Background: an optimization exercise with open tools, aiming at small area, a short achievable clock period and few clock cycles. Do not read the settings as production practice. Function was checked by simulation only, so behaviour that the tests miss may differ from the original. No activity file was given, so power comes from the tool's default toggle rates.

==> run P <==
## hash_engine
module hash_engine (
    input  wire        clk,
    input  wire        rst,
    input  wire        cmd_valid,
    output wire        cmd_ready,
    input  wire [15:0] cmd_word,
    output reg         rsp_valid,
    input  wire        rsp_ready,
    output reg  [2:0]  rsp_code,
    output reg  [63:0] rsp_data
);
    localparam [63:0] K_GOLD = 64'h9E3779B97F4A7C15;
    localparam [63:0] K_M1   = 64'hFF51AFD7ED558CCD;
    localparam [63:0] K_M2   = 64'hC4CEB9FE1A85EC53;
    reg [63:0] acc;
    reg [4:0]  dig;
    reg [19:0] ca, cb, cc;
    reg [22:0] scr;
    reg [63:0] mix;
    reg        act, dv, ovf, az;
    reg [2:0]  err;
    wire [63:0] stat_word = {57'd0, err, az, ovf, dv, act};
    function [13:0] pdec(input [15:0] w);
        reg [3:0] o;
        reg [7:0] g;
        reg z, b, nop, sta, pus, fin, rdb, rdr, srs;
        begin
            o = w[15:12];
            g = w[7:0];
            nop = o == 4'h0; sta = o == 4'h1; pus = o == 4'h2; fin = o == 4'h3;
            rdb = o == 4'h4; rdr = o == 4'h5; srs = o == 4'hF;
            z = nop | sta | fin | srs;
  ...
==> flow/config.mk <==
export PLATFORM = sky130hd
export DESIGN_NAME = hash_engine
export DESIGN_NICKNAME = hash_engine
export VERILOG_FILES = /design/flow/design.v
export SDC_FILE = /design/flow/constraint.sdc
export NUM_CORES = 8
export LEC_CHECK = 0
export ABC_AREA = 1
export ABC_CLOCK_PERIOD_IN_PS = 5000
export CAP_MARGIN = 20
export CORE_MARGIN = 2
export CORE_UTILIZATION = 45
export SLEW_MARGIN = 20
==> flow/constraint.sdc <==
create_clock -name core_clock -period 18.0 [get_ports {clk}]
set_input_delay 3.6000 -clock core_clock [delete_from_list [all_inputs] [get_ports {clk}]]
set_output_delay 3.6000 -clock core_clock [all_outputs]
set_load 0.01 [all_outputs]
run.sh (not shown) runs the stock make flow with config.mk's settings and CLKGATE_MAP_FILE= SYNTH_SCRIPT=/design/flow/synth_recipe.tcl, a recipe that flattens the netlist after the stock synthesis.
==> inputs of run H, as changes to run P <==
--- a/flow/design.v
+++ b/flow/design.v
@@ -102,21 +102,22 @@
     wire gq_empty = gn == 0;
     wire gq_full  = gn == QN;
     wire a_free;
     reg  fbv;                       
     wire is_ser   = is_serrd | is_rdb;   
     wire can_exec = is_spec ? (~gq_full & (~is_ser | (nf0 & gq_empty)))
-                            : ((tc != 6'd63) & (~is_fin | ~fbv | a_free) & (~is_srst | (nf0 & gq_empty)));
+                            : ((tc != 6'd63) & (~is_fin | ~fbv) & (~is_srst | (nf0 & gq_empty)));
     assign exec = mv & ~barrier & can_exec;
     wire [5:0] h_cnt  = g_cnt[gh];
     wire [1:0] h_kind = g_kind[gh];
     wire [4:0] h_sel  = g_pay[gh];
     wire       h_rdy  = (h_kind != 2'd1) | (h_sel[2:0] == fcommit);
     wire       out_free = ~rsp_valid | rsp_ready;
     wire       em_gz  = out_free & ~gq_empty & (h_cnt != 6'd0);
-    wire       em_sp  = out_free & ~gq_empty & (h_cnt == 6'd0) & h_rdy;
+    wire       sp_pre = ~gq_empty & (h_cnt == 6'd0) & h_rdy;
+    wire       em_sp  = out_free & sp_pre;
     wire       em_tz  = out_free & gq_empty & (tc != 6'd0);
     function [7:0] hexdigit(input [3:0] v);
         hexdigit = (v < 4'd10) ? (8'h30 + {4'd0, v}) : (8'h57 + {4'd0, v});
     endfunction
     reg [63:0] rdr_value;
     always @(*) begin
@@ -154,13 +155,13 @@
             rsp_valid <= 1'b0;
             barrier <= 1'b0;
         end else begin
             if (em_gz | em_sp | em_tz) begin
                 rsp_valid <= 1'b1;
                 rsp_code  <= (em_sp & (h_kind == 2'd0)) ? h_sel[2:0] : 3'd0;
-                rsp_data  <= em_sp ? sp_data : 64'd0;
+                rsp_data  <= sp_pre ? sp_data : 64'd0;
             end else if (rsp_ready) begin
                 rsp_valid <= 1'b0;
             end
             if (em_gz) g_cnt[gh] <= h_cnt - 6'd1;
             if (em_sp) begin
                 gh <= gh + 1'b1;
@@ -196,13 +197,13 @@
     reg [3:0]  a_e;
     reg [23:0] win;
     wire       ab_go;
     assign a_free = (a_st == A_IDLE) | ab_go;
     wire fin_go  = exec & is_fin;
     reg  [63:0] fb;
-    wire a_start = a_free & (fbv | fin_go);
+    wire a_start = a_free & fbv;
     wire srst_go = exec & is_srst;
     wire [76:0] dd_out;
     he_dd8 u_dd (.bcd(bcd), .bits(an[63:56]), .out(dd_out));
     wire [19:0] dnz;
     genvar di;
     generate
@@ -240,28 +241,27 @@
             5'd18: begin n_div = 3'd6; n_e = 4'd12; end
             5'd19: begin n_div = 3'd6; n_e = 4'd13; end
             5'd20: begin n_div = 3'd6; n_e = 4'd14; end
             default: begin n_div = 3'd0; n_e = 4'd1; end
         endcase
     end
-    reg [23:0] fmask;
-    always @(*) begin
-        case (a_div)
-            3'd0: fmask = 24'h000000;
-            3'd1: fmask = 24'h00000F;
-            3'd2: fmask = 24'h0000FF;
-            3'd3: fmask = 24'h000FFF;
-            3'd4: fmask = 24'h00FFFF;
-            3'd5: fmask = 24'h0FFFFF;
-            default: fmask = 24'hFFFFFF;
+    function [23:0] fmaskf(input [2:0] dv3);
+        case (dv3)
+            3'd0: fmaskf = 24'h000000;
+            3'd1: fmaskf = 24'h00000F;
+            3'd2: fmaskf = 24'h0000FF;
+            3'd3: fmaskf = 24'h000FFF;
+            3'd4: fmaskf = 24'h00FFFF;
+            3'd5: fmaskf = 24'h0FFFFF;
+            default: fmaskf = 24'hFFFFFF;
         endcase
-    end
+    endfunction
     wire [3:0]  w_off = (a_st == A_F1) ? {1'b0, a_div} : a_e;
     wire [79:0] w_sh  = {3'd0, bcd} >> {w_off, 2'b00};
     wire [19:0] conv;
-    he_conv u_conv (.fv(win & fmask), .v(conv));
+    he_conv u_conv (.fv(win), .v(conv));    
     always @(posedge clk) begin
         if (rst) begin
             a_st <= A_IDLE;
             fbv <= 1'b0;
         end else begin
             case (a_st)
@@ -271,31 +271,31 @@
                 a_cnt <= a_cnt + 3'd1;
                 if (a_cnt == 3'd7) a_st <= A_D;
             end
             A_D: begin
                 a_div <= n_div;
                 a_e   <= n_e;
-                win   <= bcd[23:0];
+                win   <= bcd[23:0] & fmaskf(n_div);
                 a_st  <= A_F1;
             end
             A_F1: begin
-                win  <= w_sh[23:0];
+                win  <= w_sh[23:0] & fmaskf(a_div);
                 a_st <= A_F2;
             end
             A_F2: begin
-                win  <= w_sh[23:0];
+                win  <= w_sh[23:0] & fmaskf(a_div);
                 a_st <= A_F3;
             end
             A_F3: a_st <= A_DONE;
             default: if (ab_go) a_st <= A_IDLE;
             endcase
-            if (fin_go & (fbv | ~a_free)) fb <= acc;
-            if (fin_go & (fbv | ~a_free)) fbv <= 1'b1;
+            if (fin_go) fb <= acc;
+            if (fin_go) fbv <= 1'b1;
             else if (a_start) fbv <= 1'b0;
             if (a_start) begin
-                an    <= fbv ? fb : acc;
+                an    <= fb;
                 bcd   <= 77'd0;
                 a_cnt <= 3'd0;
                 a_st  <= A_RUN;
             end
         end
         if (rst | srst_go) begin
@@ -598,29 +598,25 @@
         out = bcd;
         for (s = 0; s < 8; s = s + 1)
             out = dd_step(out, bits[7 - s]);
     end
 endmodule
 module he_sqrt2 (input wire [43:0] x, input wire [22:0] rem, input wire [20:0] root,
-                 output reg [43:0] x_o, output reg [22:0] rem_o, output reg [20:0] root_o);
-    reg [24:0] t;
-    integer k;
-    always @(*) begin
-        x_o = x; rem_o = rem; root_o = root;
-        for (k = 0; k < 2; k = k + 1) begin
-            t = {rem_o, x_o[43:42]} - {2'b0, root_o, 2'b01};
-            if (!t[24]) begin
-                rem_o  = t[22:0];
-                root_o = {root_o[19:0], 1'b1};
-            end else begin
-                rem_o  = {rem_o[20:0], x_o[43:42]};
-                root_o = {root_o[19:0], 1'b0};
-            end
-            x_o = {x_o[41:0], 2'b00};
-        end
-    end
+                 output wire [43:0] x_o, output wire [22:0] rem_o, output wire [20:0] root_o);
+    wire [1:0]  p1 = x[43:42], p2 = x[41:40];
+    wire [27:0] a1  = {3'b0, rem, p1};
+    wire [27:0] a2  = {1'b0, rem, p1, p2};
+    wire [27:0] t1  = a1 - {5'b0, root, 2'b01};
+    wire [27:0] t20 = a2 - {4'b0, root, 3'b001};
+    wire [27:0] t21 = a2 - {3'b0, root, 4'b0100} - {4'b0, root, 3'b101};
+    wire        q1  = ~t1[27];
+    wire        q2  = q1 ? ~t21[27] : ~t20[27];
+    wire [23:0] k1  = {t1[21:0], p2};
+    assign rem_o  = q1 ? (q2 ? t21[22:0] : k1[22:0]) : (q2 ? t20[22:0] : a2[22:0]);
+    assign root_o = {root[18:0], q1, q2};
+    assign x_o    = {x[39:0], 4'b0000};
 endmodule
 module he_push (input wire [63:0] acc, input wire [7:0] arg, input wire m10, input wire m100, input wire m1k,
                 output wire [63:0] lo);
     wire pu_0 = ((m10 & acc[0]) | m1k) ^ (m1k);
     wire pu_1 = ((m10 & acc[0]) | m1k) & (m1k);
     wire pu_2 = ((m10 & acc[1]) | m1k) ^ ((m100 & acc[0]) | m1k);
CORE_UTILIZATION = 60   (was 45)
PLACE_DENSITY = 0.75   (was unset)
==> inputs of run F, as changes to run P <==
--- a/flow/design.v
+++ b/flow/design.v
@@ -89,31 +89,30 @@
     wire is_srst  = cok & md[6];
     wire is_start = cok & md[1];
     wire is_push  = cok & md[2];
     reg  [2:0] fexec, fcommit;      
     wire       nf0 = fexec == fcommit;
     reg  [5:0] tc;                  
-    localparam QB = 3, QN = 1 << QB;    
-    reg  [QB-1:0] gh, gt;
-    reg  [QB:0]   gn;
-    reg  [5:0] g_cnt  [0:QN-1];     
-    reg  [1:0] g_kind [0:QN-1];
-    reg  [4:0] g_pay  [0:QN-1];     
+    reg  [1:0] gh, gt;
+    reg  [2:0] gn;
+    reg  [5:0] g_cnt  [0:3];        
+    reg  [2:0] g_code [0:3];
+    reg  [1:0] g_kind [0:3];
+    reg  [4:0] g_sel  [0:3];
+    reg  [2:0] g_rq   [0:3];        
     reg        barrier;
-    wire gq_empty = gn == 0;
-    wire gq_full  = gn == QN;
+    wire gq_empty = gn == 3'd0;
+    wire gq_full  = gn == 3'd4;
     wire a_free;
-    reg  fbv;                       
-    wire is_ser   = is_serrd | is_rdb;   
-    wire can_exec = is_spec ? (~gq_full & (~is_ser | (nf0 & gq_empty)))
-                            : ((tc != 6'd63) & (~is_fin | ~fbv | a_free) & (~is_srst | (nf0 & gq_empty)));
+    wire can_exec = is_spec ? (~gq_full & (~is_serrd | (nf0 & gq_empty)))
+                            : ((tc != 6'd63) & (~is_fin | a_free) & (~is_srst | (nf0 & gq_empty)));
     assign exec = mv & ~barrier & can_exec;
     wire [5:0] h_cnt  = g_cnt[gh];
     wire [1:0] h_kind = g_kind[gh];
-    wire [4:0] h_sel  = g_pay[gh];
-    wire       h_rdy  = (h_kind != 2'd1) | (h_sel[2:0] == fcommit);
+    wire [4:0] h_sel  = g_sel[gh];
+    wire       h_rdy  = (h_kind == 2'd0) | (h_kind == 2'd3) | (g_rq[gh] == fcommit);
     wire       out_free = ~rsp_valid | rsp_ready;
     wire       em_gz  = out_free & ~gq_empty & (h_cnt != 6'd0);
     wire       em_sp  = out_free & ~gq_empty & (h_cnt == 6'd0) & h_rdy;
     wire       em_tz  = out_free & gq_empty & (tc != 6'd0);
     function [7:0] hexdigit(input [3:0] v);
         hexdigit = (v < 4'd10) ? (8'h30 + {4'd0, v}) : (8'h57 + {4'd0, v});
@@ -133,53 +132,55 @@
     end
     wire [3:0]  nib = mix[63 - 4 * h_sel[3:0] -: 4];
     wire [63:0] sp_data = (h_kind == 2'd0) ? 64'd0 :
                           (h_kind == 2'd1) ? mix :
                           (h_kind == 2'd2) ? (h_sel[4] ? 64'd0 : {56'd0, hexdigit(nib)}) :
                           rdr_value;
-    wire [QN-1:0] blk;
+    wire [3:0] blk;
     genvar gi;
     generate
-        for (gi = 0; gi < QN; gi = gi + 1) begin : g_blk
-            wire [QB-1:0] rel = gi[QB-1:0] - gh;
-            assign blk[gi] = ({1'b0, rel} < gn) & (g_kind[gi] == 2'd1) & (g_pay[gi][2:0] == fcommit);
+        for (gi = 0; gi < 4; gi = gi + 1) begin : g_blk
+            wire [1:0] rel = gi[1:0] - gh;
+            assign blk[gi] = ({1'b0, rel} < gn) & (g_kind[gi] == 2'd1 | g_kind[gi] == 2'd2) & (g_rq[gi] == fcommit);
         end
     endgenerate
     reg blk_r;
     always @(posedge clk) blk_r <= ~rst & (|blk);
     wire push_g = exec & is_spec;
     wire [5:0] tc_after = tc - {5'd0, em_tz};
     always @(posedge clk) begin
         if (rst) begin
-            tc <= 6'd0; gh <= 0; gt <= 0; gn <= 0;
+            tc <= 6'd0; gh <= 2'd0; gt <= 2'd0; gn <= 3'd0;
             rsp_valid <= 1'b0;
             barrier <= 1'b0;
         end else begin
             if (em_gz | em_sp | em_tz) begin
                 rsp_valid <= 1'b1;
-                rsp_code  <= (em_sp & (h_kind == 2'd0)) ? h_sel[2:0] : 3'd0;
+                rsp_code  <= em_sp ? g_code[gh] : 3'd0;
                 rsp_data  <= em_sp ? sp_data : 64'd0;
             end else if (rsp_ready) begin
                 rsp_valid <= 1'b0;
             end
             if (em_gz) g_cnt[gh] <= h_cnt - 6'd1;
             if (em_sp) begin
-                gh <= gh + 1'b1;
-                if (h_kind[1]) barrier <= 1'b0;
+                gh <= gh + 2'd1;
+                if (h_kind == 2'd3) barrier <= 1'b0;
             end
             if (push_g) begin
                 g_cnt[gt]  <= tc_after;
+                g_code[gt] <= code;
                 g_kind[gt] <= kind;
-                g_pay[gt]  <= (kind == 2'd0) ? {2'b00, code} : (kind == 2'd1) ? {2'b00, fexec} : arg[4:0];
-                gt <= gt + 1'b1;
+                g_sel[gt]  <= arg[4:0];
+                g_rq[gt]   <= fexec;
+                gt <= gt + 2'd1;
                 tc <= 6'd0;
-                if (is_ser) barrier <= 1'b1;
+                if (is_serrd) barrier <= 1'b1;
             end else begin
                 tc <= tc_after + {5'd0, exec};
             end
-            gn <= gn + push_g - em_sp;
+            gn <= gn + {2'd0, push_g} - {2'd0, em_sp};
         end
     end
     localparam [63:0] Q10 = 64'd1844674407370955161, Q100 = 64'd184467440737095516,
                       Q1000 = 64'd18446744073709551;
     wire [63:0] p_lo;
     he_push u_push (.acc(acc), .arg(arg), .m10(md[10]), .m100(md[11]), .m1k(md[13]), .lo(p_lo));
@@ -195,14 +196,12 @@
     reg [2:0]  a_div;
     reg [3:0]  a_e;
     reg [23:0] win;
     wire       ab_go;
     assign a_free = (a_st == A_IDLE) | ab_go;
     wire fin_go  = exec & is_fin;
-    reg  [63:0] fb;
-    wire a_start = a_free & (fbv | fin_go);
     wire srst_go = exec & is_srst;
     wire [76:0] dd_out;
     he_dd8 u_dd (.bcd(bcd), .bits(an[63:56]), .out(dd_out));
     wire [19:0] dnz;
     genvar di;
     generate
@@ -259,13 +258,12 @@
     wire [79:0] w_sh  = {3'd0, bcd} >> {w_off, 2'b00};
     wire [19:0] conv;
     he_conv u_conv (.fv(win & fmask), .v(conv));
     always @(posedge clk) begin
         if (rst) begin
             a_st <= A_IDLE;
-            fbv <= 1'b0;
         end else begin
             case (a_st)
             A_RUN: begin
                 bcd   <= dd_out;
                 an    <= {an[55:0], an[63:56]};
                 a_cnt <= a_cnt + 3'd1;
@@ -285,17 +283,14 @@
                 win  <= w_sh[23:0];
                 a_st <= A_F3;
             end
             A_F3: a_st <= A_DONE;
             default: if (ab_go) a_st <= A_IDLE;
             endcase
-            if (fin_go & (fbv | ~a_free)) fb <= acc;
-            if (fin_go & (fbv | ~a_free)) fbv <= 1'b1;
-            else if (a_start) fbv <= 1'b0;
-            if (a_start) begin
-                an    <= fbv ? fb : acc;
+            if (fin_go) begin
+                an    <= acc;
                 bcd   <= 77'd0;
                 a_cnt <= 3'd0;
                 a_st  <= A_RUN;
             end
         end
         if (rst | srst_go) begin
==> comparison <==
- Run F completed without violations. Run H went through all stages and came out clean. Run P completed with no timing, DRC or antenna violations.
- Final cell count: run H < run F < run P.
- Against run P, the critical path depth of run H is lower by 5.
- Clock-buffer cell count, lowest first: run H, run F, run P.
- Final area: run P > run H > run F.
- Sequential power: run P < run H < run F.
Testbench counts of run P, summed over its fixed seeds: cycles 5,488.
Testbench counts of run H, summed over its fixed seeds: cycles 5,496.
Testbench counts of run F, summed over its fixed seeds: cycles 5,823.

==> re-timing with driven ports <==
In the flow no input, the clock included, has a driving cell. The finished layouts below were timed again as built, in two steps. Step 1: set_driving_cell puts a clkbuf_16 on clk and a buf_2 on each other input, an assumption about the parent block. Step 2 moves the port delays by t, midway between the first and last clock arrival at a register: inputs arrive t later, outputs are due t later. That takes back most of the time a late clock gives input paths. Slacks: no drivers / after step 1 / after step 2; pairs: no drivers / after step 1.
| run | shift t [ns] | setup slack, ns | latest minus earliest clock arrival (ns) | slew at the worst register clock pin (ns) |
|---|---|---|---|---|
| run P | 0.962 | 11.117 / 11.117 / 11.117 | 0.043 / 0.043 | 0.07 / 0.07 |
| run H | 0.928 | 11.863 / 11.863 / 11.518 | 0.042 / 0.041 | 0.07 / 0.07 |
| run F | 0.935 | 11.842 / 11.842 / 11.366 | 0.076 / 0.077 | 0.07 / 0.07 |
After both steps setup and hold are still met in every run listed. For run F, which loses most, drivers alone change the setup slack by 0.000 ns; drivers and shift together by -0.476 ns.
